Source: an optimization exercise on an open RTL-to-GDS flow (aim: small area). Production flows keep margins and buffers that such runs may drop. For this run, only the layout was checked, not whether the RTL still works. Power figures rest on the tool's default switching activity, not on a simulated workload.

==> config.mk <==
export PLATFORM = sky130hd
export DESIGN_NAME = segblk
export DESIGN_NICKNAME = segblk
export VERILOG_FILES = /design/flow/design.v
export SDC_FILE = /design/flow/constraint.sdc
export NUM_CORES = 4
export LEC_CHECK = 0
export CAP_MARGIN = 20
export CORE_MARGIN = 2
export CORE_UTILIZATION = 40
export SLEW_MARGIN = 20
==> constraint.sdc <==
create_clock -name core_clock -period 6.0 [get_ports {clk}]
set_input_delay 1.2000 -clock core_clock [delete_from_list [all_inputs] [get_ports {clk}]]
set_output_delay 1.2000 -clock core_clock [all_outputs]
set_load 0.01 [all_outputs]
==> design.v <==
module segblk_encoder (
    input  wire [3:0]  digit,
    output reg  [15:0] code,
    output reg         valid
);
    always @* begin
        valid = 1'b1;
        case (digit)
            4'd0:    code = 16'h5559;
            4'd1:    code = 16'h0118;
            4'd2:    code = 16'h1E11;
            4'd3:    code = 16'h1B11;
            4'd4:    code = 16'h0B50;
            4'd5:    code = 16'h1B41;
            4'd6:    code = 16'h1F41;
            4'd7:    code = 16'h0111;
            4'd8:    code = 16'h1F51;
            4'd9:    code = 16'h1B51;
            4'd15:   code = 16'h0000;
            default: begin
                code  = 16'h0000;
                valid = 1'b0;
            end
        endcase
    end
endmodule
module segblk_decode (
    input  wire [31:0] cmd,
    output reg  [1:0]  cause
);
    localparam [3:0] OP_NOP = 4'h0, OP_WRDIG = 4'h1, OP_WRCODE = 4'h2,
                     OP_CLRDIG = 4'h3, OP_BLINK = 4'h4, OP_BTN = 4'h5;
    wire [3:0] op  = cmd[31:28];
    wire [3:0] dig = cmd[19:16];
    reg  [27:0] must_be_zero;
    always @* begin
        case (op)
            OP_WRDIG:  must_be_zero = 28'h8F0FFFF;
            OP_WRCODE: must_be_zero = 28'h8FF0000;
            OP_CLRDIG: must_be_zero = 28'h8FFFFFF;
            default:   must_be_zero = 28'hFFFFFFF;   
        endcase
        if (op > OP_BTN)
            cause = 2'd1;
        else if ((cmd[27:0] & must_be_zero) != 28'd0)
            cause = 2'd2;
        else if (op == OP_WRDIG && dig >= 4'd10 && dig <= 4'd14)
            cause = 2'd3;
        else
            cause = 2'd0;
    end
endmodule
module segblk (
    input  wire         clk,
    input  wire         rst,           
    input  wire         cmd_valid,
    input  wire [31:0]  cmd,
    input  wire [15:0]  cnt_i,         
    input  wire         btn_i,         
    input  wire [3:0]   enc_digit_i,   
    input  wire [5:0]   obs_addr_i,    
    output wire [159:0] bank_o,        
    output wire         cmd_ready_o,
    output wire         blink_evt_o,
    output wire         btn_evt_o,
    output wire         ill_o,
    output wire [15:0]  enc_code_o,
    output wire         enc_valid_o,
    output reg  [7:0]   obs_data_o
);
    localparam [31:0] FREQ       = 32'd100;
    localparam integer BLINK_BYTE = 3;
    localparam integer BLINK_BIT  = 0;
    localparam integer BTN_BYTE   = 8;
    localparam integer BTN_BIT    = 0;
    localparam        BTN_ACTIVE = 1'b0;
    localparam [3:0] OP_NOP = 4'h0, OP_WRDIG = 4'h1, OP_WRCODE = 4'h2,
                     OP_CLRDIG = 4'h3, OP_BLINK = 4'h4, OP_BTN = 4'h5;
    reg [159:0] bank_q;
    reg [15:0]  tick_last_q;
    reg [31:0]  tick_acc_q;
    reg         btn_held_q;
    reg         blink_evt_q;
    reg         btn_evt_q;
    reg         ill_q;
    reg [1:0]   ill_cause_q;
    segblk_encoder u_enc_port (
        .digit (enc_digit_i),
        .code  (enc_code_o),
        .valid (enc_valid_o)
    );
    wire [3:0]  op   = cmd[31:28];
    wire [2:0]  pos  = cmd[26:24];
    wire [3:0]  dig  = cmd[19:16];
    wire [15:0] code = cmd[15:0];
    wire [1:0] cause;
    segblk_decode u_decode (
        .cmd   (cmd),
        .cause (cause)
    );
    wire accept = cmd_valid;
    wire legal  = accept && (cause == 2'd0);
    wire illegal = accept && (cause != 2'd0);
    wire do_wrdig  = legal && (op == OP_WRDIG);
    wire do_wrcode = legal && (op == OP_WRCODE);
    wire do_clrdig = legal && (op == OP_CLRDIG);
    wire do_blink  = legal && (op == OP_BLINK);
    wire do_btn    = legal && (op == OP_BTN);
    wire [15:0] dig_code;
    wire        dig_valid_unused;
    segblk_encoder u_enc_cmd (
        .digit (dig),
        .code  (dig_code),
        .valid (dig_valid_unused)
    );
    reg [15:0] wr_code;
    always @* begin
        if (do_wrdig)
            wr_code = dig_code;
        else if (do_wrcode)
            wr_code = code;
        else
            wr_code = 16'h0000;   
    end
    wire do_display = do_wrdig || do_wrcode || do_clrdig;
    wire [15:0] diff       = cnt_i - tick_last_q;
    wire [31:0] acc_sum    = tick_acc_q + {16'd0, diff};
    wire        blink_fire = (acc_sum >= FREQ);
    wire [31:0] acc_next   = blink_fire ? (acc_sum - FREQ) : acc_sum;
    wire pressed  = (btn_i == BTN_ACTIVE);
    wire btn_fire = !pressed && btn_held_q;
    reg [159:0] bank_d;
    integer p, i;
    always @* begin
        bank_d = bank_q;
        if (do_display) begin
            for (p = 0; p < 6; p = p + 1) begin
                if ({29'd0, pos} == p) begin
                    for (i = 0; i < 4; i = i + 1) begin
                        if (p % 2 == 0)
                            bank_d[8*(p/2 + 5*i) +: 4] = wr_code[4*i +: 4];
                        else
                            bank_d[8*(p/2 + 5*i) + 4 +: 4] = wr_code[4*i +: 4];
                    end
                end
            end
        end
        if (do_blink && blink_fire)
            bank_d[8*BLINK_BYTE + BLINK_BIT] = ~bank_q[8*BLINK_BYTE + BLINK_BIT];
        if (do_btn && btn_fire)
            bank_d[8*BTN_BYTE + BTN_BIT] = ~bank_q[8*BTN_BYTE + BTN_BIT];
    end
    always @(posedge clk) begin
        if (rst) begin
            bank_q      <= 160'd0;
            tick_last_q <= 16'd0;
            tick_acc_q  <= 32'd0;
            btn_held_q  <= 1'b0;
            blink_evt_q <= 1'b0;
            btn_evt_q   <= 1'b0;
            ill_q       <= 1'b0;
            ill_cause_q <= 2'd0;
        end else begin
            bank_q      <= bank_d;
            blink_evt_q <= 1'b0;
            btn_evt_q   <= 1'b0;
            if (illegal) begin
                if (!ill_q)
                    ill_cause_q <= cause;
                ill_q <= 1'b1;
            end
            if (do_blink) begin
                tick_last_q <= cnt_i;
                tick_acc_q  <= acc_next;
                blink_evt_q <= blink_fire;
            end
            if (do_btn) begin
                btn_held_q <= pressed;
                btn_evt_q  <= btn_fire;
            end
        end
    end
    assign bank_o      = bank_q;
    assign cmd_ready_o = 1'b1;
    assign blink_evt_o = blink_evt_q;
    assign btn_evt_o   = btn_evt_q;
    assign ill_o       = ill_q;
    wire [7:0] status = {2'b00, btn_evt_q, blink_evt_q, btn_held_q, ill_cause_q, ill_q};
    always @* begin
        if (obs_addr_i < 6'd20)
            obs_data_o = bank_q[8*obs_addr_i +: 8];
        else begin
            case (obs_addr_i)
                6'h14:   obs_data_o = tick_last_q[7:0];
                6'h15:   obs_data_o = tick_last_q[15:8];
                6'h18:   obs_data_o = tick_acc_q[7:0];
                6'h19:   obs_data_o = tick_acc_q[15:8];
                6'h1A:   obs_data_o = tick_acc_q[23:16];
                6'h1B:   obs_data_o = tick_acc_q[31:24];
                6'h1C:   obs_data_o = status;
                default: obs_data_o = 8'h00;
            endcase
        end
    end
endmodule
==> run.sh <==
#!/bin/bash
# synth_recipe.tcl (not shown) runs the flow's synth.tcl, then flattens the netlist and writes it again
# the make line also repeats each setting of config.mk as NAME=value (left out here)
make -C /OpenROAD-flow-scripts/flow DESIGN_CONFIG=/design/flow/config.mk WORK_HOME=/design/flow/orfs CLKGATE_MAP_FILE= SYNTH_SCRIPT=/design/flow/synth_recipe.tcl finish
==> notes.md <==
==> cells in the final DEF, fill, tap and decap left out, types with 7 or more instances in the layout <==
cell and count:
o21ai_0 40, clkbuf_16 17, conb_1 69, dfxtp_1 152
nor2b_1 23, mux2i_1 43, buf_4 210, a211o_1 7
clkdlybuf4s50_1 174, a21oi_1 98, a22oi_1 17, or2_2 7
a22o_1 7, nand3_1 24, a211oi_1 31, o211ai_1 8
mux4_2 9, nor3_1 72, nor2_1 272, nand2_1 134
o22ai_1 15, inv_1 53, nand2b_1 16, a21oi_2 8
o21a_1 7, nor4_1 9, a31o_2 7, a21o_1 10
nand3b_1 11, and3_1 13, xor2_1 16, xnor2_1 19
nand4_1 11, o21ai_2 8, ha_1 42, mux2_2 15
==> worst min-delay path: cells and delay by family, from the launching register on <==
kind	cells	cell delay, ns
flops	1	0.32
simple gates	1	0.05
compound gates	1	0.05
==> kinds of logic after synthesis <==
| group | Yosys count |
|---|---|
| AO/OA/AOI/OAI | 351 |
| XOR/XNOR | 40 |
| adder cells (fa/ha/maj) | 49 |
| buffers and inverters | 222 |
| flip-flops | 152 |
| multiplexers | 72 |
| other | 2 |
| AND/OR/NAND/NOR | 651 |
==> sequential cells by signal, summed over array words and instances, names as in the netlist <==
| signal | count |
|---|---|
| bank_o | 98 |
| ill_cause_q | 2 |
| tick_last_q | 16 |
| btn_held_q | 1 |
| tick_acc_q | 32 |
| btn_evt_q | 1 |
| ill_q | 1 |
| blink_evt_q | 1 |
==> what timing repair did <==
item | in CTS | in global routing
setup endpoints to repair | 32 | 32
gates cloned | 0 | 0
hold buffers | 0 | 0
gates resized for setup | 39 | 50
buffers inserted | 14 | 11
pin swaps | 33 | 35
==> worst max-delay path by stage <==
stage,start,to,depth (start not counted)
4_1_cts,cnt_i[0],tick_acc_q[31],28
6_report,cnt_i[2],tick_acc_q[31],23
5_1_grt,cnt_i[1],tick_acc_q[31],28
3_5_place_dp,cnt_i[0],tick_acc_q[18],27
2_1_floorplan,cnt_i[1],tick_acc_q[26],23
3_3_place_gp,cnt_i[0],tick_acc_q[18],27
==> per-stage QoR <==
step	hold WS (ns)	power, mW	utilization [%]	instance area [um2]
2_1_floorplan	0.444	1.31	-	11800
3_3_place_gp	0.456	1.47	51.1	14600
3_5_place_dp	0.465	1.47	51.1	14600
4_1_cts	0.474	2.63	54.1	15400
5_1_grt	0.494	2.74	55.2	15800
6_report	0.474	2.64	55.2	15800
==> report_power, final <==
part | internal (mW) | switching [mW]
sequential | 1.01 | 0.00125
combinational | 0.216 | 0.261
clock | 0.673 | 0.483
==> per-layer routing <==
layer	up-vias	track usage [%]	part of all wire (%)
met3	75	4.28	7.7
li1	5937	-	-
met4	0	10.6	3.2
met2	568	45.0	45
met5	-	0	0
met1	5916	38.2	44
==> layout make-up <==
type / instances / area (um2)
fillers: 2732 / 12800
inverters: 54 / 205
clock buffers: 19 / 443
repair buffers: 395 / 3440
multi-input cells: 1232 / 7970
clock inverters: 11 / 161
well taps: 384 / 480
flip-flops and latches: 152 / 3040
diodes: 3 / 7.51
==> results_dict.tcl <==
set metrics [dict create \
    ff2ff_setup_slack_ns 0.63 \
    io_pins 251 \
    ys_seq_area_share_pct 26.4 \
    netlist.top_cell.by_area "dfxtp_1" \
    vias 12496 \
    grt_max_degree 72 \
    syn2layout_area_growth_pct 36.8 \
    yosysMostFrequentCell "nor2_1" \
    worstMarginPinSlew_ns 0.730 \
    final.setup_skew_ns 0.00852 \
    core_area_um2 28500 \
    slowest_delay_ns 0.38 \
    synthXorXnorAreaFrac_pct 3.04 \
    routedWlPerCell_um 19.3 \
    ant_nets 0 \
    ys_ff_latch 152 \
    initial_core_util_pct 40.3 \
    fmax_mhz 172 \
    synth_area_per_cell_um2 7.48 \
    drtPass1Iterations 6 \
    critPathSlowestCell "a311o_1" \
    grt_pass1_wl_mm 66.5 \
    place_congestion 0.969 \
    grt_overflow 0 \
    clock_path_buffers 2 \
    synth-compound-area-share_pct 20.9 \
    crit_family "compound AO/OA/AOI/OAI gates" \
    cts_tree "done" \
    r2r_end "tick_acc_q[31]" \
    synthArstFlopShare_pct 0 \
    routed_wirelength_mm 43.5 \
    rsz0062_at_grt "yes" \
    dp_hpwl_mm 33.4 \
    arrival_ns 6.13 \
    cp_num_buf_inv 2 \
    min_from "bank_o[134]" \
    cp-end-kind "register" \
    fin_ws_ns 0.198 \
    hold_violations 0 \
    cts_num_sinks 152 \
    synth-adder-area-share_pct 5.46 \
    drive_above_1_share_pct 20.0 \
    crit_type "primary input to register" \
    status "timing/DRC/antenna clean" \
    peakVddDrop_mv 0.146 \
    min_period_ns 5.80 \
    synthTopCellsByCount "273 x nor2_1, 152 x dfxtp_1, 134 x nand2_1" \
    synthMuxAreaShare_pct 7.46 \
    first_global_vias 11592 \
    dp_cells 2192 \
    synth_top_family_by_area "simple AND/OR/NAND/NOR gates" \
    cts_max_level 4 \
    reg2reg_depth 24 \
    synth_top_area_share_pct 26.4 \
    whs_path_depth 2 \
    ctsRootBufferMaster "clkbuf_16" \
    ys.flop_type "dfxtp_1" \
    clkLatencyLatePin_ns 0.43 \
    port_buffers 181 \
    rows 62 \
    clk_pin_slew_ns 0.07 \
    numCtsBuffers 17 \
    synth-simple-area-share_pct 26.7 \
    tns_ns 0 \
    drc_errors 0 \
    hold_path_end "bank_o[134]" \
    p_per_area_nw_per_um2 168 \
    drtIter0Drc 1247 \
    yosys-top-cells-area "dfxtp_1 26%, nor2_1 8.9%, ha_1 5.1%" \
    crit_chain "dlygate4sd2_1, ha_4, o21ai_1, a21boi_2, o21ai_2, a21boi_2, o21ai_2, a21oi_2, o211ai_1, and3_1, a311o_1, ha_4, a21o_1, a311o_1, a2111oi_4, a22o_1, xnor2_2, and3_4, nand3b_4, buf_6, a2111oi_4, mux2i_1, mux2_1" \
    start_kind "primary input" \
    drv_slew 0 \
    fin_nets 1963 \
    hp-class "register to register" \
    crit_fanout 5 \
    grt.total_usage_pct 28.1 \
    yosysWarningCount 3 \
    dp_slack_ns -0.959 \
    relSlewSlack_pct 50.9 \
    max_cap_viol_count 0 \
    viasPerCell 5.55 \
    reg2reg_from "tick_last_q[1]" \
    synth_edf_count 0 \
    finalSetupViolCount 0 \
    fin_crit_sh_pct 96.7 \
    die_y_um 174 \
    die_area_um2 30200 \
    synth.distinct_cells 89 \
    antenna_found_initial 4 \
    syn_inst 1539 \
    synth_area_um2 11500 \
    die_w_um 174 \
    cp.required_ns 6.33 \
    leakagePower_nw 6.19 \
    instances_no_fill 2250 \
]

## afterwards: timing with drivers on the ports
In the flow no input, the clock included, has a driving cell. The finished layout below was timed again as built, in two steps. Step 1 assumes that a clkbuf_16 drives the clock port and a buf_2 every other input. Step 2 moves the port delays by t, midway between the first and last clock arrival at a register: inputs arrive t later, outputs are due t later. That takes back most of the time a late clock gives input paths. Slacks: ideal ports / drivers / drivers and shift; pairs: ideal ports / drivers.
t, ns: 0.481
setup slack, ns: 0.198 / 0.215 / -0.267
worst register clock-pin slew, ns: 0.07 / 0.07
With both steps, setup timing fails in this run, where it was met with ideal ports. For this run, drivers alone change the setup slack by +0.017 ns; drivers and shift together by -0.465 ns.
